This design comes from an exercise in tuning for small area, a short achievable clock period and few clock cycles on the open sky130 flow, not from production work. No functional check of the RTL was part of any run shown here. No activity file was given, so power comes from the tool's default toggle rates.

==> design.v <==
module rk_gpio (
    input              clk,
    input              rst,
    input              cmd_valid,
    output             cmd_ready,
    input      [31:0]  cmd_desc,
    input      [31:0]  cmd_data,
    output             rsp_valid,
    output     [2:0]   rsp_status,
    output     [31:0]  rsp_data,
    output             disp_valid,
    output     [7:0]   disp_irq,
    output             disp_exit,
    input      [63:0]  pad_in,
    output     [63:0]  pad_out,
    output     [63:0]  pad_oe,
    output     [63:0]  pull_en,
    output     [1:0]   bank_irq
);
    localparam ST_OK = 3'd0, ST_RANGE = 3'd1, ST_TRIG = 3'd2, ST_PULL = 3'd3,
               ST_MALFORMED = 3'd5, ST_INVREG = 3'd6, ST_GATED = 3'd7;
    wire [7:0]  op  = cmd_desc[31:24];
    wire [3:0]  fa  = cmd_desc[23:20];
    wire [3:0]  fz  = cmd_desc[19:16];
    wire [15:0] pin = cmd_desc[15:0];
    wire [7:0]  fb  = cmd_desc[15:8];
    wire [7:0]  fr  = cmd_desc[7:0];
    wire o_rd   = (op == 8'h01), o_wr  = (op == 8'h02), o_sb  = (op == 8'h03);
    wire o_wm   = (op == 8'h04) | (op == 8'h05);
    wire o_sdir = (op == 8'h10), o_slev = (op == 8'h11), o_glev = (op == 8'h12);
    wire o_pull = (op == 8'h13), o_trig = (op == 8'h14), o_req  = (op == 8'h15);
    wire o_toirq = (op == 8'h16);
    wire o_ien  = (op == 8'h20), o_idis = (op == 8'h21), o_iack = (op == 8'h22);
    wire o_wake = (op == 8'h23);
    wire o_dmx  = (op == 8'h30), o_susp = (op == 8'h40), o_res  = (op == 8'h41);
    wire o_reg  = o_rd | o_wr | o_sb;
    wire o_pin  = o_sdir | o_slev | o_glev | o_pull | o_trig | o_req | o_toirq |
                  o_ien | o_idis | o_iack | o_wake;
    wire known  = o_reg | o_wm | o_pin | o_dmx | o_susp | o_res;
    wire flag_a = o_sb | o_sdir | o_slev | o_wake;
    wire code_a = o_pull | o_trig | o_wm;
    wire hi_nz  = |pin[15:6];                             
    wire b_bad  = |fb[7:1];                               
    wire r_bad  = (|fr[7:4]) | (fr[3] & (|fr[2:0]));      
    wire z_ok   = (fz == 4'd0);
    wire a0     = (fa == 4'd0);
    wire a01    = ~(|fa[3:1]);
    wire p_ok   = z_ok & ~hi_nz;
    wire mal1 = ~known;
    wire mal2 = ~z_ok | (flag_a & ~a01) | (~flag_a & ~code_a & ~a0) | (o_wm & (fa >= 4'd3));
    wire mal3 = (o_dmx & (|fr)) | ((o_susp | o_res) & (|pin));
    wire inv  = (o_reg & (b_bad | r_bad)) | o_wm | (o_dmx & b_bad);
    wire rng  = o_pin & hi_nz;
    wire pul  = o_pull & (fa != 4'd0) & (fa != 4'd3);
    wire trg  = o_trig & (fa > 4'd4);
    wire a_rdok = o_rd & z_ok & a0 & ~b_bad;
    wire a_wrok = ((o_wr & a0) | (o_sb & a01)) & z_ok & ~b_bad;
    wire a_reg  = (a_rdok | a_wrok) & ~r_bad;
    wire a_sdir = o_sdir & p_ok & a01;
    wire a_slev = o_slev & p_ok & a01;
    wire a_glev = o_glev & p_ok & a0;
    wire a_pull = o_pull & p_ok & ((fa == 4'd0) | (fa == 4'd3));
    wire a_trig = o_trig & p_ok & (fa <= 4'd4);
    wire a_toirq = o_toirq & p_ok & a0;
    wire a_ien  = (o_ien | o_idis) & p_ok & a0;
    wire a_iack = o_iack & p_ok & a0;
    wire a_wake = o_wake & p_ok & a01;
    wire a_dmx  = o_dmx & z_ok & a0 & (fr == 8'd0) & ~b_bad;
    wire a_susp = o_susp & z_ok & a0 & (pin == 16'd0);
    wire a_res  = o_res & z_ok & a0 & (pin == 16'd0);
    wire [31:0] a_pm = 32'd1 << pin[4:0];
    reg        ready_q;          
    reg        v_q;              
    reg [1:0]  v_b;              
    reg        c_mal1, c_mal2, c_mal3, c_inv, c_rng, c_pul, c_trg;
    reg        c_rgok;           
    reg        c_pgok;           
    reg [7:0]  c_rd;             
    reg [8:0]  c_w;              
    reg        c_wall;           
    reg        c_glev, c_toirq, c_dmx, c_susp, c_res;
    reg        c_bank;
    reg        c_v, c_vity, c_vipl, c_vtm, c_cm;
    reg [31:0] dm;               
    wire        ld;              
    always @(posedge clk) begin
        if (ld) begin
            c_mal1  <= mal1;
            c_mal2  <= mal2;
            c_mal3  <= mal3;
            c_inv   <= inv;
            c_rng   <= rng;
            c_pul   <= pul;
            c_trg   <= trg;
            c_rgok  <= a_reg;
            c_pgok  <= a_sdir | a_slev | a_glev | a_pull | a_trig | a_ien | a_iack;
            c_rd    <= {8{a_rdok}} & {fr == 8'd8, fr == 8'd6, fr == 8'd5, fr == 8'd4,
                                      fr == 8'd3, fr == 8'd2, fr == 8'd1, fr == 8'd0};
            c_w     <= {a_wake, a_trig,
                        (a_wrok & (fr == 8'd7)) | a_iack,
                        (a_wrok & (fr == 8'd8)) | a_pull,
                        (a_wrok & (fr == 8'd5)) | a_trig,
                        (a_wrok & (fr == 8'd4)) | a_trig,
                        (a_wrok & (fr == 8'd3)) | a_ien,
                        (a_wrok & (fr == 8'd1)) | a_slev,
                        (a_wrok & (fr == 8'd0)) | a_sdir | a_trig};
            c_wall  <= o_wr;
            c_glev  <= a_glev;
            c_toirq <= a_toirq;
            c_dmx   <= a_dmx;
            c_susp  <= a_susp;
            c_res   <= a_res;
            c_bank  <= o_pin ? pin[5] : fb[0];
            c_v     <= ~o_trig & (o_ien | (~o_idis & fa[0]));    
            c_vity  <= o_reg ? fa[0] : (fa[2] | fa[1]);
            c_vipl  <= o_reg ? fa[0] : (fa[1] ^ fa[0]);
            c_vtm   <= fa[2];
            c_cm    <= o_wr | fa[0] | o_iack;
            dm      <= o_reg ? cmd_data : o_toirq ? {25'd0, 1'b1, pin[5:0]} : a_pm;
        end
    end
    reg [63:0] dir, dr, inten, inttype, intpol, pull, tmask, wake, saved, latch;
    reg [1:0]  clk_on;
    reg [1:0]  sv_ok;            
    reg [63:0] env_q;            
    reg [63:0] s_prev;           
    reg        eng_act;          
    reg        eng_acked;
    reg        rsp_v;
    reg [2:0]  rsp_st;
    reg [31:0] rsp_d;            
    reg        dsp_v, dsp_x;
    reg [5:0]  dsp_i;            
    reg [1:0]  birq_q;
    wire [63:0] pad = (dir & dr) | (~dir & env_q);
    wire [63:0] s   = ~(pad ^ intpol);
    wire [63:0] lte = latch | (inten & inttype & ~s_prev & s);
    wire [63:0] isr = inten & ((inttype & lte) | (~inttype & s));
    wire go    = v_q & ~eng_act;
    wire bon   = c_bank ? clk_on[1] : clk_on[0];       
    wire gchk  = c_rgok | c_pgok | c_dmx;
    wire gated = (gchk & ~bon) | (c_susp & ~(&clk_on));
    wire [2:0] ex_st = (c_mal1 | c_mal2 | c_mal3) ? ST_MALFORMED : c_inv ? ST_INVREG :
                       c_rng ? ST_RANGE : c_pul ? ST_PULL : c_trg ? ST_TRIG :
                       gated ? ST_GATED : ST_OK;
    wire x_dmx = go & c_dmx & bon;
    wire        rq = rst;
    wire [31:0] md    = {32{c_wall | rq}} | dm;                   
    wire [31:0] ce    = ({32{c_cm}} & dm) | {32{rq}};             
    wire [31:0] V_sh  = {32{~rq}} & (c_wall ? dm : {32{c_v}});
    wire [31:0] V_ity = {32{~rq}} & (c_wall ? dm : {32{c_vity}});
    wire        dbank = eng_act ? dsp_i[5] : c_bank;
    wire [31:0] b_isr = c_bank ? isr[63:32] : isr[31:0];
    wire [31:0] ilr_s = dbank ? inttype[63:32] : inttype[31:0];
    reg  [31:0] below;
    integer k;
    always @* for (k = 0; k < 32; k = k + 1) below[k] = (k < dsp_i[4:0]);
    wire [31:0] cand   = eng_act ? (rsp_d & below) : b_isr;
    wire        dmx_go = x_dmx | eng_act;
    wire [31:0] t_any [0:5];
    wire [31:0] t_mul [0:5];
    wire [31:0] t_ex  [0:5];
    wire [4:0]  t_ix  [0:5][0:31];
    genvar g, h;
    generate
        for (h = 0; h < 32; h = h + 1) begin : leaf
            assign t_any[0][h] = cand[h];
            assign t_mul[0][h] = 1'b0;
            assign t_ex[0][h]  = ilr_s[h];
            assign t_ix[0][h]  = 5'd0;
        end
        for (g = 1; g <= 5; g = g + 1) begin : lvl
            for (h = 0; h < (32 >> g); h = h + 1) begin : node
                wire aH = t_any[g-1][2*h+1], aL = t_any[g-1][2*h];
                assign t_any[g][h] = aH | aL;
                assign t_mul[g][h] = t_mul[g-1][2*h+1] | t_mul[g-1][2*h] | (aH & aL);
                assign t_ex[g][h]  = aH ? t_ex[g-1][2*h+1] : t_ex[g-1][2*h];
                assign t_ix[g][h]  = aH ? (t_ix[g-1][2*h+1] | (5'd1 << (g-1))) : t_ix[g-1][2*h];
            end
            for (h = (32 >> g); h < 32; h = h + 1) begin : pad0
                assign t_any[g][h] = 1'b0;
                assign t_mul[g][h] = 1'b0;
                assign t_ex[g][h]  = 1'b0;
                assign t_ix[g][h]  = 5'd0;
            end
        end
    endgenerate
    wire       any   = t_any[5][0];
    wire       multi = t_mul[5][0];
    wire [4:0] top   = t_ix[5][0];
    wire       top_x = t_ex[5][0];
    wire [1:0] bsel = {c_bank & clk_on[1], ~c_bank & clk_on[0]};
    wire [1:0] r_dir = {2{c_rd[0]}} & bsel;
    wire [1:0] r_dr  = {2{c_rd[1]}} & bsel;
    wire [1:0] r_pad = {2{c_rd[2]}} & bsel;
    wire [1:0] r_ien = {2{c_rd[3]}} & bsel;
    wire [1:0] r_ity = {2{c_rd[4]}} & bsel;
    wire [1:0] r_ipl = {2{c_rd[5]}} & bsel;
    wire [1:0] r_isr = {2{c_rd[6] | c_dmx}} & bsel;
    wire [1:0] r_pul = {2{c_rd[7]}} & bsel;
    wire [1:0] r_lev = {2{c_glev}} & bsel;
    reg  [31:0] rval;
    reg         glev;
    integer j;
    always @* begin
        rval = 32'd0;
        glev = 1'b0;
        for (j = 0; j < 2; j = j + 1) begin
            rval = rval | ({32{r_dir[j]}} & dir[j*32 +: 32]) | ({32{r_dr[j]}} & dr[j*32 +: 32]) |
                          ({32{r_pad[j]}} & pad[j*32 +: 32]) | ({32{r_ien[j]}} & inten[j*32 +: 32]) |
                          ({32{r_ity[j]}} & inttype[j*32 +: 32]) | ({32{r_ipl[j]}} & intpol[j*32 +: 32]) |
                          ({32{r_isr[j]}} & isr[j*32 +: 32]) | ({32{r_pul[j]}} & pull[j*32 +: 32]);
            glev = glev | (r_lev[j] & (|(pad[j*32 +: 32] & dm)));
        end
    end
    wire [31:0] ex_d = rval | ({32{c_toirq}} & dm) | {31'd0, glev};
    wire [63:0] n_dir, n_dr, n_inten, n_inttype, n_intpol, n_pull, n_tmask,
                n_wake, n_saved, n_latch;
    wire [1:0]  n_clk_on, no_edge, n_sv_ok;
    generate
        for (g = 0; g < 2; g = g + 1) begin : gb
            wire sel   = v_b[g] & ~eng_act;
            wire gsel  = sel & clk_on[g];                 
            wire w_dir = (gsel & c_w[0]) | rq;
            wire w_dr  = (gsel & c_w[1]) | rq;
            wire w_ien = (gsel & c_w[2]) | rq;
            wire w_ity = (gsel & c_w[3]) | rq;
            wire w_ipl = (gsel & c_w[4]) | rq;
            wire w_pul = (gsel & c_w[5]) | rq;
            wire w_clr = (gsel & c_w[6]) | rq;
            wire w_tm  = (gsel & c_w[7]) | rq;
            wire w_wk  = (sel  & c_w[8]) | rq;
            wire susp  = go & c_susp & clk_on[g] & ~rq;
            wire res   = go & c_res & ~rq;
            wire dmx   = x_dmx & (c_bank == g) & ~rq;
            wire [31:0] q_dir = dir[g*32 +: 32],   q_dr  = dr[g*32 +: 32];
            wire [31:0] q_ien = inten[g*32 +: 32], q_ity = inttype[g*32 +: 32];
            wire [31:0] q_ipl = intpol[g*32 +: 32], q_pul = pull[g*32 +: 32];
            wire [31:0] q_tm  = tmask[g*32 +: 32], q_wk  = wake[g*32 +: 32];
            wire [31:0] q_sv  = saved[g*32 +: 32], q_lte = lte[g*32 +: 32];
            wire [31:0] q_pad = pad[g*32 +: 32],   q_isr = isr[g*32 +: 32];
            wire [31:0] q_env = env_q[g*32 +: 32];
            wire [31:0] m_dir = {32{w_dir}} & md;
            wire [31:0] m_dr  = {32{w_dr}}  & md;
            wire [31:0] m_ien = {32{w_ien}} & md;
            wire [31:0] m_ity = {32{w_ity}} & md;
            wire [31:0] m_ipl = {32{w_ipl}} & md;
            wire [31:0] m_pul = {32{w_pul}} & md;
            wire [31:0] m_tm  = {32{w_tm}}  & md;
            wire [31:0] m_wk  = {32{w_wk}}  & md;
            wire [31:0] m_dmx = {32{dmx}} & q_isr & q_tm;
            wire [31:0] clr   = {32{w_clr}} & ce;
            wire [31:0] V_ipl = {32{~rq}} & (c_wall ? dm : c_vtm ? ~q_env : {32{c_vipl}});
            wire [31:0] d_icm = (m_ipl & V_ipl) | (~m_ipl & q_ipl);
            assign n_dir[g*32 +: 32]     = (m_dir & V_sh)  | (~m_dir & q_dir);
            assign n_dr[g*32 +: 32]      = (m_dr  & V_sh)  | (~m_dr  & q_dr);
            assign n_inttype[g*32 +: 32] = (m_ity & V_ity) | (~m_ity & q_ity);
            assign n_intpol[g*32 +: 32]  = (m_dmx & ~q_pad) | (~m_dmx & d_icm);
            assign n_pull[g*32 +: 32]    = (m_pul & V_sh)  | (~m_pul & q_pul);
            assign n_tmask[g*32 +: 32]   = (m_tm & {32{c_vtm & ~rq}}) | (~m_tm & q_tm);
            assign n_wake[g*32 +: 32]    = (m_wk & V_sh) | (~m_wk & q_wk);
            assign n_inten[g*32 +: 32]   = susp ? q_wk :
                                           res  ? (({32{sv_ok[g]}} & q_sv) | (q_isr & q_wk)) :
                                                  ((m_ien & V_sh) | (~m_ien & q_ien));
            assign n_saved[g*32 +: 32]   = susp ? q_ien : q_sv;
            assign n_sv_ok[g]  = ~rq & (susp | sv_ok[g]);
            assign n_latch[g*32 +: 32]   = ~clr & q_lte;
            assign n_clk_on[g] = rq | res | (susp ? (|q_wk) : clk_on[g]);
            assign no_edge[g]  = dmx | ~clk_on[g];
        end
    endgenerate
    wire v_n   = ready_q ? cmd_valid : (v_q & ~go);
    wire bank_n = ld ? (o_pin ? pin[5] : fb[0]) : c_bank;
    wire eng_n = dmx_go & multi;
    assign ld  = ~(eng_act & v_q);
    always @(posedge clk) begin
        env_q  <= pad_in;
        s_prev <= s | {{32{no_edge[1]}}, {32{no_edge[0]}}};
        birq_q <= rst ? 2'b00 : {|isr[63:32], |isr[31:0]};
        dir <= n_dir;  dr <= n_dr;  inten <= n_inten;  inttype <= n_inttype;
        intpol <= n_intpol;  pull <= n_pull;  tmask <= n_tmask;  wake <= n_wake;
        saved <= n_saved;  latch <= n_latch;  clk_on <= n_clk_on;
        sv_ok <= n_sv_ok;
        rsp_st <= eng_act ? ST_OK : ex_st;
        if (!eng_act)
            rsp_d  <= ex_d;
        dsp_x  <= top_x & ~(eng_act & eng_acked);
        dsp_i  <= {dbank, top};
        eng_acked <= (eng_act & eng_acked) | top_x;
        if (rst) begin
            ready_q <= 1'b1;
            v_q     <= 1'b0;
            v_b     <= 2'b00;
            eng_act <= 1'b0;
            rsp_v   <= 1'b0;
            dsp_v   <= 1'b0;
        end else begin
            v_q     <= v_n;
            v_b     <= {v_n & bank_n, v_n & ~bank_n};
            eng_act <= eng_n;
            ready_q <= ~(eng_n & v_n);
            rsp_v   <= (go & ~(x_dmx & multi)) | (eng_act & ~multi);
            dsp_v   <= dmx_go & any;
        end
    end
    assign cmd_ready  = ready_q;
    assign rsp_valid  = rsp_v;
    assign rsp_status = rsp_st;
    assign rsp_data   = rsp_d;
    assign disp_valid = dsp_v;
    assign disp_irq   = {2'b01, dsp_i};
    assign disp_exit  = dsp_x;
    assign pad_out    = dr;
    assign pad_oe     = dir;
    assign pull_en    = pull;
    assign bank_irq   = birq_q;
endmodule
==> flow/run.sh <==
#!/bin/bash
# The standard layout (the standard.sh, unchanged synthesis), with a timing
# repair target below the clock period, port buffers that are plain buffers,
# and cell sizing not held to the same footprint.
set -euo pipefail
bash standard.sh synth > synth.log 2>&1
bash standard.sh SETUP_SLACK_MARGIN=6.7 MATCH_CELL_FOOTPRINT=0 \
    "BUFFER_PORTS_ARGS=-buffer_cell sky130_fd_sc_hd__buf_1" finish > layout.log 2>&1
==> standard.sh <==
#!/bin/bash
# synth_recipe.tcl (not shown) runs the flow's synth.tcl, then flattens the netlist and writes it again
# the make line also repeats each setting of config.mk as NAME=value (left out here)
make -C /OpenROAD-flow-scripts/flow DESIGN_CONFIG=/design/flow/config.mk WORK_HOME=/design/flow/orfs CLKGATE_MAP_FILE= SYNTH_SCRIPT=/design/flow/synth_recipe.tcl "${@:-finish}"
==> config.mk <==
export PLATFORM = sky130hd
export DESIGN_NAME = rk_gpio
export DESIGN_NICKNAME = rk_gpio
export VERILOG_FILES = /design/flow/design.v
export SDC_FILE = /design/flow/constraint.sdc
export NUM_CORES = 8
export LEC_CHECK = 0
export CAP_MARGIN = 20
export CORE_MARGIN = 2
export CORE_UTILIZATION = 50
export CTS_BUF_LIST = sky130_fd_sc_hd__clkbuf_16
export CTS_CLUSTER_DIAMETER = 100
export CTS_CLUSTER_SIZE = 20
export SLEW_MARGIN = 20
==> constraint.sdc <==
create_clock -name core_clock -period 10.0 [get_ports {clk}]
set_input_delay 2.0000 -clock core_clock [delete_from_list [all_inputs] [get_ports {clk}]]
set_output_delay 2.0000 -clock core_clock [all_outputs]
set_load 0.01 [all_outputs]
==> impl_metrics.tcl, run 1 <==
set metrics [dict create \
    outcome "no timing/DRC/antenna violations" \
    setup-violations-final 0 \
    yosysSeqAreaShare_pct 55.4 \
    final_max_slew_viol_count 0 \
    fp-row-count 109 \
    critPathCapture "rsp_v$_SDFF_PP0_" \
    final_cell_count_no_fill 6131 \
    cts_max_path_buffers 3 \
    clkTransAtPathRegs_ns 0.10 \
    cts_hold_buffers 0 \
    synthArstFlopShare_pct 0 \
    syn_area_sq_um 44500 \
    firstDrtPassIters 7 \
    ys_ff_latch 894 \
    cp_slowest_stage_delay_ns 0.51 \
    root_buffer "clkbuf_16" \
    setup.worst_path.start "dsp_i[1]$_DFF_P_" \
    avgSynthCellArea_sq_um 10.0 \
    die_area_sq_um 91500 \
    post-place-cells 5762 \
    io_pins 372 \
    fmax_mhz 286 \
    hold_viol 0 \
    core_sq_um 88400 \
    period_minus_slack_ns 3.50 \
    htreeDepth 2 \
    syn_nets 4574 \
    multi_input_area_sq_um 19900 \
    detail_route.iter0.violations 8158 \
    relSlewSlack_pct 7.24 \
    place_congestion 1.04 \
    drt-wirelength-per-cell_microns 37.3 \
    antenna_found_initial 22 \
    powerDensity_nw_per_um2 151 \
    syn_inst 4441 \
    startpoint_type "flip-flop" \
    die_w_microns 302 \
    grt.total_usage_pct 47.4 \
    crit_path_end_kind "flip-flop" \
    cts_tree "yes" \
    reg2reg_depth 10 \
    r2r_setup_slack_ns 6.50 \
    grt_max_degree 73 \
    hpwlAfterDp_microns 143000 \
    r2r-start "dsp_i[1]$_DFF_P_" \
    regArea_sq_um 24700 \
    r2r_end "rsp_v$_SDFF_PP0_" \
    critPathSlowestCell "a2111o_1" \
    worstSetupPathType "reg2reg" \
    yosysWarnings 1 \
    path_max_fanout 8 \
    drv_cap 0 \
    via_count 45000 \
    worstPathArrival_ns 4.06 \
    path_cells "buf_8, or3_4, a21o_1, a32oi_2, nand4_1, o21a_1, a2111oi_4, o211ai_1, a2111o_1, o31ai_4" \
    start_util_pct 50.4 \
    post-route-drc-count 0 \
    clk_latency_ns 0.69 \
    ir_worst_vdd_mv 0.179 \
    cts_buffers 50 \
    dieHeight_microns 302 \
    via_per_inst 7.34 \
    p_leak_nw 19.3 \
    finish.utilization_pct 60.0 \
    overflow 0 \
    fin_nets 5039 \
    rsz0062_at_grt "yes" \
    finClkSkew_ns 0.0278 \
    required_ns 10.56 \
    grt_pass1_wl_microns 303000 \
    ant_nets 0 \
    synth.distinct_cells 97 \
    worst_pin_slew_ns 1.38 \
    tns_ns 0 \
    numPortBuffers 369 \
    cts.sinks 894 \
    synth_edf_count 677 \
    area_growth_pct 19.0 \
    drive_gt1_share_pct 16.6 \
    routed_wl_microns 229000 \
    holdPathStages 1 \
    synthFlopType "edfxtp_1" \
    hold_class "reg2reg" \
    fillers 7733 \
    grt_pass1_vias 40400 \
    fin_crit_sh_pct 35.0 \
]
synthesized netlist by cell type (33+ instances only):
library cell  number  area [sq um]
edfxtp_1         677         20300
nor2_1           558          2090
nand2_1          427          1600
o21ai_0          398          1990
clkbuf_1         294          1100
a21oi_1          242          1210
dfxtp_1          217          4340
a22oi_1          168          1260
nand3_1          130           651
nand4_1          117           732
nor3_1            97           485
inv_1             80           300
mux2i_1           66           661
and3_1            64           400
o22a_1            61           534
mux2_2            48           541
a221oi_1          47           412
xnor2_1           47           412
o21a_1            46           345
nand3b_1          38           285
o221ai_1          38           333
o22ai_1           36           225
nor4_1            33           206
layer usage:
metal / wire length (microns) / GRT usage [%] / vias to the layer above / part of all wire (%)
li1: - / - / 17700 / -
met1: 77500 / 60.5 / 21800 / 34
met2: 91000 / 66.7 / 4338 / 40
met3: 40200 / 18.8 / 1137 / 18
met4: 19900 / 30.8 / 16 / 8.7
met5: 204 / 0.155 / - / 0.089
placed cells by master, fill, tap and decap left out, drive strengths merged, types with 32 or more instances in the layout:
cell type	synthesis	routed
nand4	118	118
mux2	52	52
o22a	61	61
nand2	427	427
and2	35	35
mux2i	71	71
nand3b	38	38
a21oi	243	243
nand3	130	130
nor2	559	561
o22ai	36	36
buf	41	677
a221oi	47	47
clkbuf	294	121
inv	80	117
xnor2	47	47
edfxtp	677	677
a211oi	32	32
o221ai	38	38
o21a	46	46
nor4	33	33
o21ai	400	400
dfxtp	217	217
a22oi	168	168
and3	65	65
nor3	98	98
power breakdown:
group / total (W) / switching (W) / internal, W
clock: 0.00228 / 0.00132 / 0.000960
combinational: 0.00135 / 0.000899 / 0.000450
sequential: 0.00438 / 0.000193 / 0.00419
per-stage QoR:
step                      hold slack (ns)  cell area [sq um]  setup slack, ns  total power, W
after detailed placement            0.449              47800             4.51         0.00551
after global routing                0.486              53000             6.56         0.00813
after global placement              0.442              47800             4.57         0.00549
after floorplan                     0.429              45200             6.34         0.00499
final                               0.474              53000             6.50         0.00801
after CTS                           0.470              51500             6.62         0.00781
cell type report:
| class | instances | share of cell area, % |
|---|---|---|
| inverter | 81 | 0.607 |
| antenna | 19 | 0.0897 |
| clock inverter | 40 | 0.286 |
| timing repair buffer | 745 | 9.52 |
| multi-input combinational | 3134 | 37.6 |
| tap | 1165 | 2.75 |
| clock buffer | 53 | 2.50 |
| sequential | 894 | 46.6 |
worst min path at each step:
stage | start | to | slack, ns
after floorplan | latch[20]$_DFF_P_ | latch[20]$_DFF_P_ | 0.43
after global placement | latch[20]$_DFF_P_ | latch[20]$_DFF_P_ | 0.44
after detailed placement | latch[22]$_DFF_P_ | latch[22]$_DFF_P_ | 0.45
after CTS | latch[22]$_DFF_P_ | latch[22]$_DFF_P_ | 0.47
after global routing | latch[22]$_DFF_P_ | latch[22]$_DFF_P_ | 0.49
final | latch[22]$_DFF_P_ | latch[22]$_DFF_P_ | 0.47
critical path: cells and delay by family, from the launching register on:
family	cells	cell delay, ns
AND/OR/NAND/NOR	2	0.74
buffers and inverters	1	0.17
flip-flops	1	0.40
AO/OA/AOI/OAI	7	2.03
cell families after synthesis:
family | count (synthesis) | synth area share [%]
AND/OR/NAND/NOR | 1585 | 16.4
AO/OA/AOI/OAI | 1353 | 20.3
flip-flops | 894 | 55.4
buffers and inverters | 416 | 3.56
multiplexers | 124 | 3.04
XOR/XNOR | 65 | 1.28
adder cells (fa/ha/maj) | 2 | 0.0562
other | 2 | 0.0169
repair_timing:
item                                    4_1_cts  5_1_grt
pin swaps                                    34       29
setup buffers                               162       78
gates resized for setup                     240      150
endpoints found under the setup margin     1025      377
cloned                                        7       10
==> run 2: changes to the inputs <==
--- a/design.v
+++ b/design.v
@@ -121,22 +121,27 @@
     end
     reg [63:0] dir, dr, inten, inttype, intpol, pull, tmask, wake, saved, latch;
     reg [1:0]  clk_on;
-    reg [1:0]  sv_ok;            
     reg [63:0] env_q;            
     reg [63:0] s_prev;           
+    reg [1:0]  sup;              
+    reg        rst_q;            
     reg        eng_act;          
-    reg        eng_acked;
+    reg        eng_idle;         
+    reg        eng_more;         
+    reg        eng_bank, eng_acked;
+    reg [4:0]  eng_ptr;          
     reg        rsp_v;
     reg [2:0]  rsp_st;
     reg [31:0] rsp_d;            
     reg        dsp_v, dsp_x;
-    reg [5:0]  dsp_i;            
+    reg [5:0]  dsp_i;
     reg [1:0]  birq_q;
     wire [63:0] pad = (dir & dr) | (~dir & env_q);
     wire [63:0] s   = ~(pad ^ intpol);
-    wire [63:0] lte = latch | (inten & inttype & ~s_prev & s);
+    wire [63:0] con = {{32{clk_on[1] & ~sup[1]}}, {32{clk_on[0] & ~sup[0]}}};
+    wire [63:0] lte = latch | (con & inten & inttype & ~s_prev & s);
     wire [63:0] isr = inten & ((inttype & lte) | (~inttype & s));
-    wire go    = v_q & ~eng_act;
+    wire go    = v_q & eng_idle;
     wire bon   = c_bank ? clk_on[1] : clk_on[0];       
     wire gchk  = c_rgok | c_pgok | c_dmx;
     wire gated = (gchk & ~bon) | (c_susp & ~(&clk_on));
@@ -144,49 +149,64 @@
                        c_rng ? ST_RANGE : c_pul ? ST_PULL : c_trg ? ST_TRIG :
                        gated ? ST_GATED : ST_OK;
     wire x_dmx = go & c_dmx & bon;
-    wire        rq = rst;
+    wire        rq = rst_q;
     wire [31:0] md    = {32{c_wall | rq}} | dm;                   
     wire [31:0] ce    = ({32{c_cm}} & dm) | {32{rq}};             
     wire [31:0] V_sh  = {32{~rq}} & (c_wall ? dm : {32{c_v}});
     wire [31:0] V_ity = {32{~rq}} & (c_wall ? dm : {32{c_vity}});
-    wire        dbank = eng_act ? dsp_i[5] : c_bank;
+    wire        dbank = eng_act ? eng_bank : c_bank;
     wire [31:0] b_isr = c_bank ? isr[63:32] : isr[31:0];
     wire [31:0] ilr_s = dbank ? inttype[63:32] : inttype[31:0];
     reg  [31:0] below;
     integer k;
-    always @* for (k = 0; k < 32; k = k + 1) below[k] = (k < dsp_i[4:0]);
+    always @* for (k = 0; k < 32; k = k + 1) below[k] = (k < eng_ptr);
     wire [31:0] cand   = eng_act ? (rsp_d & below) : b_isr;
     wire        dmx_go = x_dmx | eng_act;
     wire [31:0] t_any [0:5];
-    wire [31:0] t_mul [0:5];
+    wire [31:0] t_ge2 [0:5];
+    wire [31:0] t_ge3 [0:5];
     wire [31:0] t_ex  [0:5];
     wire [4:0]  t_ix  [0:5][0:31];
+    wire [31:0] f_any [0:5];
+    wire [31:0] f_mul [0:5];
     genvar g, h;
     generate
         for (h = 0; h < 32; h = h + 1) begin : leaf
             assign t_any[0][h] = cand[h];
-            assign t_mul[0][h] = 1'b0;
+            assign t_ge2[0][h] = 1'b0;
+            assign t_ge3[0][h] = 1'b0;
             assign t_ex[0][h]  = ilr_s[h];
             assign t_ix[0][h]  = 5'd0;
+            assign f_any[0][h] = b_isr[h];
+            assign f_mul[0][h] = 1'b0;
         end
         for (g = 1; g <= 5; g = g + 1) begin : lvl
             for (h = 0; h < (32 >> g); h = h + 1) begin : node
                 wire aH = t_any[g-1][2*h+1], aL = t_any[g-1][2*h];
                 assign t_any[g][h] = aH | aL;
-                assign t_mul[g][h] = t_mul[g-1][2*h+1] | t_mul[g-1][2*h] | (aH & aL);
+                assign t_ge2[g][h] = t_ge2[g-1][2*h+1] | t_ge2[g-1][2*h] | (aH & aL);
+                assign t_ge3[g][h] = t_ge3[g-1][2*h+1] | t_ge3[g-1][2*h] |
+                                     (t_ge2[g-1][2*h+1] & aL) | (aH & t_ge2[g-1][2*h]);
                 assign t_ex[g][h]  = aH ? t_ex[g-1][2*h+1] : t_ex[g-1][2*h];
                 assign t_ix[g][h]  = aH ? (t_ix[g-1][2*h+1] | (5'd1 << (g-1))) : t_ix[g-1][2*h];
+                wire fH = f_any[g-1][2*h+1], fL = f_any[g-1][2*h];
+                assign f_any[g][h] = fH | fL;
+                assign f_mul[g][h] = f_mul[g-1][2*h+1] | f_mul[g-1][2*h] | (fH & fL);
             end
             for (h = (32 >> g); h < 32; h = h + 1) begin : pad0
                 assign t_any[g][h] = 1'b0;
-                assign t_mul[g][h] = 1'b0;
+                assign t_ge2[g][h] = 1'b0;
+                assign t_ge3[g][h] = 1'b0;
                 assign t_ex[g][h]  = 1'b0;
                 assign t_ix[g][h]  = 5'd0;
+                assign f_any[g][h] = 1'b0;
+                assign f_mul[g][h] = 1'b0;
             end
         end
     endgenerate
-    wire       any   = t_any[5][0];
-    wire       multi = t_mul[5][0];
+    wire       any   = eng_act | f_any[5][0];       
+    wire       multi = eng_act ? eng_more : f_mul[5][0];
+    wire       ge3   = t_ge3[5][0];                 
     wire [4:0] top   = t_ix[5][0];
     wire       top_x = t_ex[5][0];
     wire [1:0] bsel = {c_bank & clk_on[1], ~c_bank & clk_on[0]};
@@ -216,10 +236,10 @@
     wire [31:0] ex_d = rval | ({32{c_toirq}} & dm) | {31'd0, glev};
     wire [63:0] n_dir, n_dr, n_inten, n_inttype, n_intpol, n_pull, n_tmask,
                 n_wake, n_saved, n_latch;
-    wire [1:0]  n_clk_on, no_edge, n_sv_ok;
+    wire [1:0]  n_clk_on, n_sup;
     generate
         for (g = 0; g < 2; g = g + 1) begin : gb
-            wire sel   = v_b[g] & ~eng_act;
+            wire sel   = v_b[g] & eng_idle;
             wire gsel  = sel & clk_on[g];                 
             wire w_dir = (gsel & c_w[0]) | rq;
             wire w_dr  = (gsel & c_w[1]) | rq;
@@ -230,9 +250,9 @@
             wire w_clr = (gsel & c_w[6]) | rq;
             wire w_tm  = (gsel & c_w[7]) | rq;
             wire w_wk  = (sel  & c_w[8]) | rq;
-            wire susp  = go & c_susp & clk_on[g] & ~rq;
-            wire res   = go & c_res & ~rq;
-            wire dmx   = x_dmx & (c_bank == g) & ~rq;
+            wire susp  = go & c_susp & clk_on[g];
+            wire res   = go & c_res;
+            wire dmx   = x_dmx & (c_bank == g);
             wire [31:0] q_dir = dir[g*32 +: 32],   q_dr  = dr[g*32 +: 32];
             wire [31:0] q_ien = inten[g*32 +: 32], q_ity = inttype[g*32 +: 32];
             wire [31:0] q_ipl = intpol[g*32 +: 32], q_pul = pull[g*32 +: 32];
@@ -260,13 +280,12 @@
             assign n_tmask[g*32 +: 32]   = (m_tm & {32{c_vtm & ~rq}}) | (~m_tm & q_tm);
             assign n_wake[g*32 +: 32]    = (m_wk & V_sh) | (~m_wk & q_wk);
             assign n_inten[g*32 +: 32]   = susp ? q_wk :
-                                           res  ? (({32{sv_ok[g]}} & q_sv) | (q_isr & q_wk)) :
+                                           res  ? (q_sv | (q_isr & q_wk)) :
                                                   ((m_ien & V_sh) | (~m_ien & q_ien));
-            assign n_saved[g*32 +: 32]   = susp ? q_ien : q_sv;
-            assign n_sv_ok[g]  = ~rq & (susp | sv_ok[g]);
+            assign n_saved[g*32 +: 32]   = (susp | rq) ? (q_ien & {32{~rq}}) : q_sv;
             assign n_latch[g*32 +: 32]   = ~clr & q_lte;
             assign n_clk_on[g] = rq | res | (susp ? (|q_wk) : clk_on[g]);
-            assign no_edge[g]  = dmx | ~clk_on[g];
+            assign n_sup[g]    = dmx;
         end
     endgenerate
     wire v_n   = ready_q ? cmd_valid : (v_q & ~go);
@@ -275,29 +294,37 @@
     assign ld  = ~(eng_act & v_q);
     always @(posedge clk) begin
         env_q  <= pad_in;
-        s_prev <= s | {{32{no_edge[1]}}, {32{no_edge[0]}}};
-        birq_q <= rst ? 2'b00 : {|isr[63:32], |isr[31:0]};
+        s_prev <= s;
+        rst_q  <= rst;
+        birq_q <= {|isr[63:32], |isr[31:0]};
         dir <= n_dir;  dr <= n_dr;  inten <= n_inten;  inttype <= n_inttype;
         intpol <= n_intpol;  pull <= n_pull;  tmask <= n_tmask;  wake <= n_wake;
-        saved <= n_saved;  latch <= n_latch;  clk_on <= n_clk_on;
-        sv_ok <= n_sv_ok;
-        rsp_st <= eng_act ? ST_OK : ex_st;
-        if (!eng_act)
+        saved <= n_saved;  latch <= n_latch;  clk_on <= n_clk_on;  sup <= n_sup;
+        if (!eng_act) begin
+            rsp_st <= ex_st;
             rsp_d  <= ex_d;
+        end
         dsp_x  <= top_x & ~(eng_act & eng_acked);
         dsp_i  <= {dbank, top};
-        eng_acked <= (eng_act & eng_acked) | top_x;
+        eng_more <= ge3;
+        if (dmx_go) begin
+            eng_bank  <= dbank;
+            eng_ptr   <= top;
+            eng_acked <= (eng_act & eng_acked) | top_x;
+        end
         if (rst) begin
             ready_q <= 1'b1;
             v_q     <= 1'b0;
             v_b     <= 2'b00;
             eng_act <= 1'b0;
+            eng_idle <= 1'b1;
             rsp_v   <= 1'b0;
             dsp_v   <= 1'b0;
         end else begin
             v_q     <= v_n;
             v_b     <= {v_n & bank_n, v_n & ~bank_n};
             eng_act <= eng_n;
+            eng_idle <= ~eng_n;
             ready_q <= ~(eng_n & v_n);
             rsp_v   <= (go & ~(x_dmx & multi)) | (eng_act & ~multi);
             dsp_v   <= dmx_go & any;
--- a/flow/run.sh
+++ b/flow/run.sh
@@ -4,5 +4,5 @@
 # and cell sizing not held to the same footprint.
 set -euo pipefail
 bash standard.sh synth > synth.log 2>&1
-bash standard.sh SETUP_SLACK_MARGIN=6.7 MATCH_CELL_FOOTPRINT=0 \
+bash standard.sh SETUP_SLACK_MARGIN=6.6 MATCH_CELL_FOOTPRINT=0 \
     "BUFFER_PORTS_ARGS=-buffer_cell sky130_fd_sc_hd__buf_1" finish > layout.log 2>&1
--- a/config.mk
+++ b/config.mk
@@ -5,10 +5,10 @@
 export SDC_FILE = /design/flow/constraint.sdc
 export NUM_CORES = 8
 export LEC_CHECK = 0
-export CAP_MARGIN = 20
+export CAP_MARGIN = 10
 export CORE_MARGIN = 2
 export CORE_UTILIZATION = 50
 export CTS_BUF_LIST = sky130_fd_sc_hd__clkbuf_16
 export CTS_CLUSTER_DIAMETER = 100
 export CTS_CLUSTER_SIZE = 20
-export SLEW_MARGIN = 20
+export SLEW_MARGIN = 10
==> impl_metrics.tcl, run 2 <==
set metrics [dict create \
    relSlewSlack_pct 10.3 \
    ant_nets 0 \
    hold_class "reg2reg" \
    fin_crit_sh_pct 35.3 \
    powerDensity_nw_per_um2 153 \
    worstPathArrival_ns 4.10 \
    yosysSeqAreaShare_pct 54.4 \
    avgSynthCellArea_sq_um 9.99 \
    detail_route.iter0.violations 8348 \
    grt.total_usage_pct 47.6 \
    clkTransAtPathRegs_ns 0.10 \
    synth_edf_count 687 \
    drt-wirelength-per-cell_microns 38.0 \
    via_count 45100 \
    via_per_inst 7.37 \
    startpoint_type "flip-flop" \
    r2r_setup_slack_ns 6.47 \
    syn_area_sq_um 45800 \
    setup.worst_path.start "clk_on[0]$_DFF_P_" \
    syn_inst 4589 \
    post-route-drc-count 0 \
    firstDrtPassIters 13 \
    area_growth_pct 13.3 \
    min_to "dsp_x$_DFF_P_" \
    fin_nets 5014 \
    synth.area.top_cells "edfxtp_1 45%, dfxtp_1 9.4%, nor2_1 5.5%, o21ai_0 4.1%, a21oi_1 3.5%" \
    cts_hold_buffers 0 \
    worstSetupPathType "reg2reg" \
    finClkSkew_ns 0.0362 \
    setup-violations-final 0 \
    drv_cap 0 \
    core_sq_um 91200 \
    numPortBuffers 369 \
    worst_hold_slack_ns 0.469 \
    fillers 8114 \
    synthArstFlopShare_pct 0 \
    synth_commonest_cells "687 x edfxtp_1, 670 x nor2_1, 406 x nand2_1" \
    synth.distinct_cells 88 \
    fp-row-count 111 \
    cts.sinks 903 \
    ys_ff_latch 903 \
    final_common_cell "edfxtp_1" \
    layout_common_cells "687 x edfxtp_1, 649 x nor2_1, 387 x nand2_1" \
    critPathSlowestCell "and2_2" \
    outcome "no timing/DRC/antenna violations" \
    overflow 0 \
    cp_slowest_stage_delay_ns 0.97 \
    die_area_sq_um 94100 \
    antenna_found_initial 15 \
    yosysWarnings 1 \
    htreeDepth 2 \
    io_pins 372 \
    start_util_pct 50.2 \
    cts_tree "yes" \
    path_cells "buf_12, clkbuf_16, nor2b_2, and2_2, buf_4, a22oi_1, and3_1, nand4_1, a221o_1" \
    r2r_end "rsp_d[31]$_DFFE_PN_" \
    yosysMostFrequentCell "edfxtp_1" \
    p_leak_nw 18.5 \
    finish.utilization_pct 56.9 \
    required_ns 10.57 \
    rsz0062_at_grt "yes" \
    r2r-start "clk_on[0]$_DFF_P_" \
    path_max_fanout 17 \
    tns_ns 0 \
    dieHeight_microns 307 \
    clk_latency_ns 0.71 \
    crit_path_end_kind "flip-flop" \
    reg2reg_depth 9 \
    grt_pass1_wl_microns 314000 \
    synth_top_cell_area_share_pct 45.0 \
    place_congestion 1.03 \
    grt_pass1_vias 41200 \
    hp-start "eng_acked$_DFFE_PP_" \
    die_w_microns 307 \
    final_max_slew_viol_count 0 \
    worst_pin_slew_ns 1.34 \
    drive_gt1_share_pct 12.5 \
    hpwlAfterDp_microns 151000 \
    routed_wl_microns 233000 \
    holdPathStages 1 \
    hold_viol 0 \
    root_buffer "clkbuf_16" \
    cts_buffers 51 \
    synth_area_leader_cell "edfxtp_1" \
    grt_max_degree 72 \
    synthFlopType "edfxtp_1" \
    fmax_mhz 283 \
    ir_worst_vdd_mv 0.150 \
    cts_max_path_buffers 3 \
    period_minus_slack_ns 3.53 \
    syn_nets 4722 \
]
[run 2: timing repair]
item / 4_1_cts / 5_1_grt
setup endpoints to repair: 548 / 176
resized for setup: 89 / 112
pin swaps: 18 / 27
buffers inserted: 53 / 55
cloned: 1 / 3
[run 2: kinds of logic after synthesis]
kind of cell	count (synthesis)	synth area share, %
adders and majority gates	7	0.164
buffers and inverters	405	3.38
other	2	0.0164
AOI/OAI and AO/OA	1504	22.4
and+or+nand+nor	1609	16.0
muxes	95	2.34
xor gates and xnor gates	64	1.22
DFF	903	54.4
[run 2: per-stage QoR]
stage               std cells  setup slack (ns)  cell area [sq um]  total power (W)
finish                   6126              6.47              52000          0.00797
global route             6115              6.42              51900          0.00810
CTS                      6050              6.58              50900          0.00782
detailed placement       5901              5.41              48600          0.00558
global placement         5900              5.61              48600          0.00557
floorplan                4589              6.15              46000          0.00508
[run 2: how the worst max path moves through the flow]
| stage | to | slack (ns) | depth (start not counted) |
|---|---|---|---|
| finish | rsp_d[31]$_DFFE_PN_ | 6.47 | 9 |
| detailed placement | flip-flop | 5.41 | 8 |
| floorplan | c_res$_DFFE_PN_ | 6.15 | 6 |
| global route | eng_more$_DFF_P_ | 6.42 | 11 |
| CTS | rsp_data[28] | 6.58 | 1 |
| global placement | flip-flop | 5.61 | 8 |
[run 2: layout make-up]
class,count,area [sq um],share of cell area (%)
Antenna cell,17,42.5,0.0819
Clock buffer,53,1330,2.55
Clock inverter,42,168,0.323
Inverter,56,215,0.414
Multi-Input combinational cell,3281,20400,39.3
Sequential cell,903,25000,48.1
Tap cell,1186,1480,2.86
Timing Repair Buffer,588,3340,6.43
[run 2: worst max-delay path: cells and delay by family (launching register included)]
kind	cells	cell delay, ns
buffers and inverters	3	0.85
AO/OA/AOI/OAI	2	0.30
AND/OR/NAND/NOR	4	1.76
flip-flops	1	0.44
[run 2: where the power goes]
group	internal (W)	total (W)	switching, W
combinational	0.000378	0.00122	0.000846
clock	0.000964	0.00230	0.00134
sequential	0.00425	0.00444	0.000192
[run 2: layer usage]
metal | vias to the layer above | track usage [%] | wire (microns) | part of all wire (%)
met1 | 21900 | 61.0 | 80800 | 35
met3 | 1061 | 17.1 | 37100 | 16
li1 | 17900 | - | - | -
met2 | 4256 | 67.1 | 94200 | 40
met4 | 18 | 32.1 | 20000 | 8.6
met5 | - | 2.38 | 498 | 0.21
==> run 3: changes to the inputs <==
--- a/design.v
+++ b/design.v
@@ -123,11 +123,9 @@
     reg [1:0]  clk_on;
     reg [63:0] env_q;            
     reg [63:0] s_prev;           
-    reg [1:0]  sup;              
     reg        rst_q;            
     reg        eng_act;          
     reg        eng_idle;         
-    reg        eng_more;         
     reg        eng_bank, eng_acked;
     reg [4:0]  eng_ptr;          
     reg        rsp_v;
@@ -138,8 +136,7 @@
     reg [1:0]  birq_q;
     wire [63:0] pad = (dir & dr) | (~dir & env_q);
     wire [63:0] s   = ~(pad ^ intpol);
-    wire [63:0] con = {{32{clk_on[1] & ~sup[1]}}, {32{clk_on[0] & ~sup[0]}}};
-    wire [63:0] lte = latch | (con & inten & inttype & ~s_prev & s);
+    wire [63:0] lte = latch | (inten & inttype & ~s_prev & s);
     wire [63:0] isr = inten & ((inttype & lte) | (~inttype & s));
     wire go    = v_q & eng_idle;
     wire bon   = c_bank ? clk_on[1] : clk_on[0];       
@@ -156,59 +153,46 @@
     wire [31:0] V_ity = {32{~rq}} & (c_wall ? dm : {32{c_vity}});
     wire        dbank = eng_act ? eng_bank : c_bank;
     wire [31:0] b_isr = c_bank ? isr[63:32] : isr[31:0];
-    wire [31:0] ilr_s = dbank ? inttype[63:32] : inttype[31:0];
     reg  [31:0] below;
     integer k;
     always @* for (k = 0; k < 32; k = k + 1) below[k] = (k < eng_ptr);
-    wire [31:0] cand   = eng_act ? (rsp_d & below) : b_isr;
     wire        dmx_go = x_dmx | eng_act;
-    wire [31:0] t_any [0:5];
-    wire [31:0] t_ge2 [0:5];
-    wire [31:0] t_ge3 [0:5];
-    wire [31:0] t_ex  [0:5];
-    wire [4:0]  t_ix  [0:5][0:31];
-    wire [31:0] f_any [0:5];
-    wire [31:0] f_mul [0:5];
-    genvar g, h;
+    wire [31:0] t_any [0:1][0:5];
+    wire [31:0] t_mul [0:1][0:5];
+    wire [31:0] t_ex  [0:1][0:5];
+    wire [4:0]  t_ix  [0:1][0:5][0:31];
+    wire [31:0] ilr_b = c_bank ? inttype[63:32] : inttype[31:0];
+    wire [31:0] ilr_e = eng_bank ? inttype[63:32] : inttype[31:0];
+    genvar g, h, t;
     generate
-        for (h = 0; h < 32; h = h + 1) begin : leaf
-            assign t_any[0][h] = cand[h];
-            assign t_ge2[0][h] = 1'b0;
-            assign t_ge3[0][h] = 1'b0;
-            assign t_ex[0][h]  = ilr_s[h];
-            assign t_ix[0][h]  = 5'd0;
-            assign f_any[0][h] = b_isr[h];
-            assign f_mul[0][h] = 1'b0;
-        end
-        for (g = 1; g <= 5; g = g + 1) begin : lvl
-            for (h = 0; h < (32 >> g); h = h + 1) begin : node
-                wire aH = t_any[g-1][2*h+1], aL = t_any[g-1][2*h];
-                assign t_any[g][h] = aH | aL;
-                assign t_ge2[g][h] = t_ge2[g-1][2*h+1] | t_ge2[g-1][2*h] | (aH & aL);
-                assign t_ge3[g][h] = t_ge3[g-1][2*h+1] | t_ge3[g-1][2*h] |
-                                     (t_ge2[g-1][2*h+1] & aL) | (aH & t_ge2[g-1][2*h]);
-                assign t_ex[g][h]  = aH ? t_ex[g-1][2*h+1] : t_ex[g-1][2*h];
-                assign t_ix[g][h]  = aH ? (t_ix[g-1][2*h+1] | (5'd1 << (g-1))) : t_ix[g-1][2*h];
-                wire fH = f_any[g-1][2*h+1], fL = f_any[g-1][2*h];
-                assign f_any[g][h] = fH | fL;
-                assign f_mul[g][h] = f_mul[g-1][2*h+1] | f_mul[g-1][2*h] | (fH & fL);
+        for (t = 0; t < 2; t = t + 1) begin : tree
+            for (h = 0; h < 32; h = h + 1) begin : leaf
+                assign t_any[t][0][h] = t ? (rsp_d[h] & below[h]) : b_isr[h];
+                assign t_mul[t][0][h] = 1'b0;
+                assign t_ex[t][0][h]  = t ? ilr_e[h] : ilr_b[h];
+                assign t_ix[t][0][h]  = 5'd0;
             end
-            for (h = (32 >> g); h < 32; h = h + 1) begin : pad0
-                assign t_any[g][h] = 1'b0;
-                assign t_ge2[g][h] = 1'b0;
-                assign t_ge3[g][h] = 1'b0;
-                assign t_ex[g][h]  = 1'b0;
-                assign t_ix[g][h]  = 5'd0;
-                assign f_any[g][h] = 1'b0;
-                assign f_mul[g][h] = 1'b0;
+            for (g = 1; g <= 5; g = g + 1) begin : lvl
+                for (h = 0; h < (32 >> g); h = h + 1) begin : node
+                    wire aH = t_any[t][g-1][2*h+1], aL = t_any[t][g-1][2*h];
+                    assign t_any[t][g][h] = aH | aL;
+                    assign t_mul[t][g][h] = t_mul[t][g-1][2*h+1] | t_mul[t][g-1][2*h] | (aH & aL);
+                    assign t_ex[t][g][h]  = aH ? t_ex[t][g-1][2*h+1] : t_ex[t][g-1][2*h];
+                    assign t_ix[t][g][h]  = aH ? (t_ix[t][g-1][2*h+1] | (5'd1 << (g-1))) : t_ix[t][g-1][2*h];
+                end
+                for (h = (32 >> g); h < 32; h = h + 1) begin : pad0
+                    assign t_any[t][g][h] = 1'b0;
+                    assign t_mul[t][g][h] = 1'b0;
+                    assign t_ex[t][g][h]  = 1'b0;
+                    assign t_ix[t][g][h]  = 5'd0;
+                end
             end
         end
     endgenerate
-    wire       any   = eng_act | f_any[5][0];       
-    wire       multi = eng_act ? eng_more : f_mul[5][0];
-    wire       ge3   = t_ge3[5][0];                 
-    wire [4:0] top   = t_ix[5][0];
-    wire       top_x = t_ex[5][0];
+    wire       any   = eng_act ? t_any[1][5][0] : t_any[0][5][0];
+    wire       multi = eng_act ? t_mul[1][5][0] : t_mul[0][5][0];
+    wire [4:0] top   = eng_act ? t_ix[1][5][0]  : t_ix[0][5][0];
+    wire       top_x = eng_act ? t_ex[1][5][0]  : t_ex[0][5][0];
     wire [1:0] bsel = {c_bank & clk_on[1], ~c_bank & clk_on[0]};
     wire [1:0] r_dir = {2{c_rd[0]}} & bsel;
     wire [1:0] r_dr  = {2{c_rd[1]}} & bsel;
@@ -236,7 +220,7 @@
     wire [31:0] ex_d = rval | ({32{c_toirq}} & dm) | {31'd0, glev};
     wire [63:0] n_dir, n_dr, n_inten, n_inttype, n_intpol, n_pull, n_tmask,
                 n_wake, n_saved, n_latch;
-    wire [1:0]  n_clk_on, n_sup;
+    wire [1:0]  n_clk_on, no_edge;
     generate
         for (g = 0; g < 2; g = g + 1) begin : gb
             wire sel   = v_b[g] & eng_idle;
@@ -285,7 +269,7 @@
             assign n_saved[g*32 +: 32]   = (susp | rq) ? (q_ien & {32{~rq}}) : q_sv;
             assign n_latch[g*32 +: 32]   = ~clr & q_lte;
             assign n_clk_on[g] = rq | res | (susp ? (|q_wk) : clk_on[g]);
-            assign n_sup[g]    = dmx;
+            assign no_edge[g]  = dmx | ~clk_on[g];
         end
     endgenerate
     wire v_n   = ready_q ? cmd_valid : (v_q & ~go);
@@ -294,19 +278,18 @@
     assign ld  = ~(eng_act & v_q);
     always @(posedge clk) begin
         env_q  <= pad_in;
-        s_prev <= s;
+        s_prev <= s | {{32{no_edge[1]}}, {32{no_edge[0]}}};
         rst_q  <= rst;
         birq_q <= {|isr[63:32], |isr[31:0]};
         dir <= n_dir;  dr <= n_dr;  inten <= n_inten;  inttype <= n_inttype;
         intpol <= n_intpol;  pull <= n_pull;  tmask <= n_tmask;  wake <= n_wake;
-        saved <= n_saved;  latch <= n_latch;  clk_on <= n_clk_on;  sup <= n_sup;
+        saved <= n_saved;  latch <= n_latch;  clk_on <= n_clk_on;
         if (!eng_act) begin
             rsp_st <= ex_st;
             rsp_d  <= ex_d;
         end
         dsp_x  <= top_x & ~(eng_act & eng_acked);
         dsp_i  <= {dbank, top};
-        eng_more <= ge3;
         if (dmx_go) begin
             eng_bank  <= dbank;
             eng_ptr   <= top;
--- a/flow/run.sh
+++ b/flow/run.sh
@@ -4,5 +4,5 @@
 # and cell sizing not held to the same footprint.
 set -euo pipefail
 bash standard.sh synth > synth.log 2>&1
-bash standard.sh SETUP_SLACK_MARGIN=6.6 MATCH_CELL_FOOTPRINT=0 \
+bash standard.sh SETUP_SLACK_MARGIN=6.5 MATCH_CELL_FOOTPRINT=0 \
     "BUFFER_PORTS_ARGS=-buffer_cell sky130_fd_sc_hd__buf_1" finish > layout.log 2>&1
--- a/config.mk
+++ b/config.mk
@@ -5,10 +5,10 @@
 export SDC_FILE = /design/flow/constraint.sdc
 export NUM_CORES = 8
 export LEC_CHECK = 0
-export CAP_MARGIN = 10
+export CAP_MARGIN = 15
 export CORE_MARGIN = 2
 export CORE_UTILIZATION = 50
 export CTS_BUF_LIST = sky130_fd_sc_hd__clkbuf_16
 export CTS_CLUSTER_DIAMETER = 100
 export CTS_CLUSTER_SIZE = 20
-export SLEW_MARGIN = 10
+export SLEW_MARGIN = 15
==> impl_metrics.tcl, run 3 <==
set metrics [dict create \
    outcome "no timing/DRC/antenna violations" \
    cts_hold_buffers 0 \
    synthArstFlopShare_pct 0 \
    cts_max_path_buffers 3 \
    syn_nets 4861 \
    worstPathArrival_ns 1.58 \
    r2r_setup_slack_ns 6.42 \
    cts.sinks 900 \
    post-route-drc-count 0 \
    finish.utilization_pct 56.4 \
    die_w_microns 308 \
    grt_pass1_wl_microns 323000 \
    worst_pin_slew_ns 1.24 \
    clk_latency_ns 0.74 \
    path_max_fanout 2 \
    place_congestion 1.05 \
    cts_tree "yes" \
    yosysWarnings 1 \
    period_minus_slack_ns 3.58 \
    p_leak_nw 18.2 \
    powerDensity_nw_per_um2 152 \
    r2r_end "rsp_d[0]$_DFFE_PN_" \
    fin_ws_ns 6.42 \
    via_per_inst 7.43 \
    synth_area_leader_cell "edfxtp_1" \
    ir_worst_vdd_mv 0.147 \
    clkTransAtPathRegs_ns 0.09 \
    core_sq_um 91500 \
    drive_gt1_share_pct 9.51 \
    firstDrtPassIters 9 \
    yosysMostFrequentCell "nor2_1" \
    detail_route.iter0.violations 9132 \
    power.total_w 0.00786 \
    synth.distinct_cells 90 \
    die_area_sq_um 94800 \
    root_buffer "clkbuf_16" \
    final_cell_area_sq_um 51600 \
    area_growth_pct 11.7 \
    dpl-instance-area_sq_um 49100 \
    rsz0062_at_grt "yes" \
    synth.area.top_cells "edfxtp_1 45%, dfxtp_1 9.2%, nor2_1 5.6%, a21oi_1 3.8%, o21ai_0 3.7%" \
    io_pins 372 \
    drv_cap 0 \
    setup-violations-final 0 \
    yosysSeqAreaShare_pct 53.9 \
    syn_inst 4728 \
    final_max_slew_viol_count 0 \
    grt.total_usage_pct 49.1 \
    cts_buffers 52 \
    avgSynthCellArea_sq_um 9.77 \
    tns_ns 0 \
    numPortBuffers 369 \
    overflow 0 \
    grt_pass1_vias 41600 \
    fmax_mhz 280 \
    grt_max_degree 72 \
    start_util_pct 50.5 \
    layout_common_cells "687 x edfxtp_1, 675 x nor2_1, 394 x nand2_1" \
    dieHeight_microns 308 \
    reg2reg_depth 9 \
    via_count 46200 \
    hpwlAfterDp_microns 156000 \
    required_ns 8.00 \
    hold_viol 0 \
    relSlewSlack_pct 17.2 \
    fin_nets 5106 \
    final_common_cell "edfxtp_1" \
    worstSetupPathType "reg2out" \
    drt-wirelength-per-cell_microns 38.6 \
    htreeDepth 2 \
    synth_commonest_cells "694 x nor2_1, 687 x edfxtp_1, 395 x nand2_1" \
    finClkSkew_ns 0.0702 \
    critPathCapture "pad_oe[63]" \
    crit_path_end_kind "primary output" \
    routed_wl_microns 240000 \
    antenna_found_initial 27 \
    synthFlopType "edfxtp_1" \
    synth_top_cell_area_share_pct 44.7 \
    synth_edf_count 687 \
    syn_area_sq_um 46200 \
    hold_class "reg2reg" \
    fin_crit_sh_pct 35.8 \
    startpoint_type "flip-flop" \
    ant_nets 0 \
    ys_ff_latch 900 \
    fp-row-count 111 \
    dp_slack_ns 5.46 \
]
run 3: cell count changes after synthesis, sizes merged, moves of 45 or more:
cell | previous run | this run
inv | 56 | 138
a22o | 98 | 19
o22ai | 10 | 85
nor3 | 52 | 124
o21ai | 405 | 345
o22a | 1 | 60
mux2i | 23 | 77
a22oi | 178 | 130
or3b | 50 | 3
a21bo | 45 | 0
run 3: kinds of logic after synthesis:
group / Yosys count / synth area share [%]
AND/OR/NAND/NOR: 1714 / 17.0
AO/OA/AOI/OAI: 1403 / 20.0
flip-flops: 900 / 53.9
buffers and inverters: 492 / 4.02
multiplexers: 149 / 3.73
XOR/XNOR: 64 / 1.25
adder cells (fa/ha/maj): 4 / 0.0975
other: 2 / 0.0163
run 3: through the flow:
step,hold WS [ns],cells
floorplan,0.431,4728
global placement,0.443,6056
detailed placement,0.449,6057
CTS,0.470,6172
global route,0.483,6205
finish,0.465,6215
run 3: worst max-delay path, stage by stage (launching register included):
cell	delay, ns
edfxtp_1	0.42
buf_4	0.15
buf_1	0.31
run 3: repair_timing:
item | in CTS | in global routing
setup endpoints to repair | 390 | 48
gates cloned | 0 | 1
gates resized for setup | 47 | 52
buffers inserted | 18 | 23
pin swaps | 3 | 8
run 3: final cells by class:
class	count	area, sq um
antenna	13	32.5
clock buffer	53	1330
clock inverter	44	206
fill	8246	39900
inverter	138	518
multi-input combinational	3337	20300
sequential	900	24900
tap	1186	1480
timing repair buffer	544	2800
run 3: worst min-delay path by stage:
stage	start	to	slack (ns)	cells past startpoint
finish	latch[40]$_DFF_P_	latch[40]$_DFF_P_	0.46	1
global route	latch[41]$_DFF_P_	latch[41]$_DFF_P_	0.48	1
CTS	latch[40]$_DFF_P_	latch[40]$_DFF_P_	0.47	1
detailed placement	latch[15]$_DFF_P_	latch[15]$_DFF_P_	0.45	1
global placement	latch[24]$_DFF_P_	latch[24]$_DFF_P_	0.44	1
floorplan	latch[13]$_DFF_P_	latch[13]$_DFF_P_	0.43	1
run 3: report_power, final:
part | leakage, nW | switching (W) | internal (W)
clock network | 0.882 | 0.00139 | 0.000976
logic | 8.60 | 0.000771 | 0.000313
registers | 8.74 | 0.000191 | 0.00422
total | 18.2 | 0.00235 | 0.00551
run 3: metal layers:
metal | wire length [microns] | GRT usage, %
met1 | 83100 | 63.8
met2 | 96100 | 67.8
met3 | 41700 | 19.3
met4 | 19000 | 31.6
met5 | 218 | 0

[re-timing with driven ports]
In the flow no input, the clock included, has a driving cell. The finished layouts below were timed again as built, in two steps.
Step 1 (the two cells are an assumption about what drives the block):
set clk [get_ports {clk}]
set_driving_cell -lib_cell sky130_fd_sc_hd__clkbuf_16 $clk
set_driving_cell -lib_cell sky130_fd_sc_hd__buf_2 [delete_from_list [all_inputs] $clk]
Step 2, shift: input delay + t, output delay - t, t = (earliest + latest rising clock arrival at the registers) / 2. This alone moves slack from input paths to output paths.
a / b / c = no drivers / after step 1 / after step 2; a / b = the first two.
| run | t (ns) | setup WS [ns] | worst setup path at the end | clock arrival spread, ns | worst data-port slew with drivers (ns) |
|---|---|---|---|---|---|
| run 1 | 0.752 | 6.498 / 6.491 / 5.777 | input to register | 0.029 / 0.029 | 0.25 |
| run 2 | 0.769 | 6.471 / 6.471 / 5.966 | input to register | 0.037 / 0.038 | 0.07 |
| run 3 | 0.786 | 6.425 / 6.348 / 5.933 | input to register | 0.071 / 0.071 | 0.07 |
After both steps every run listed still meets setup and hold. For run 1, which loses most, drivers alone change the setup slack by -0.007 ns; drivers and shift together by -0.721 ns.
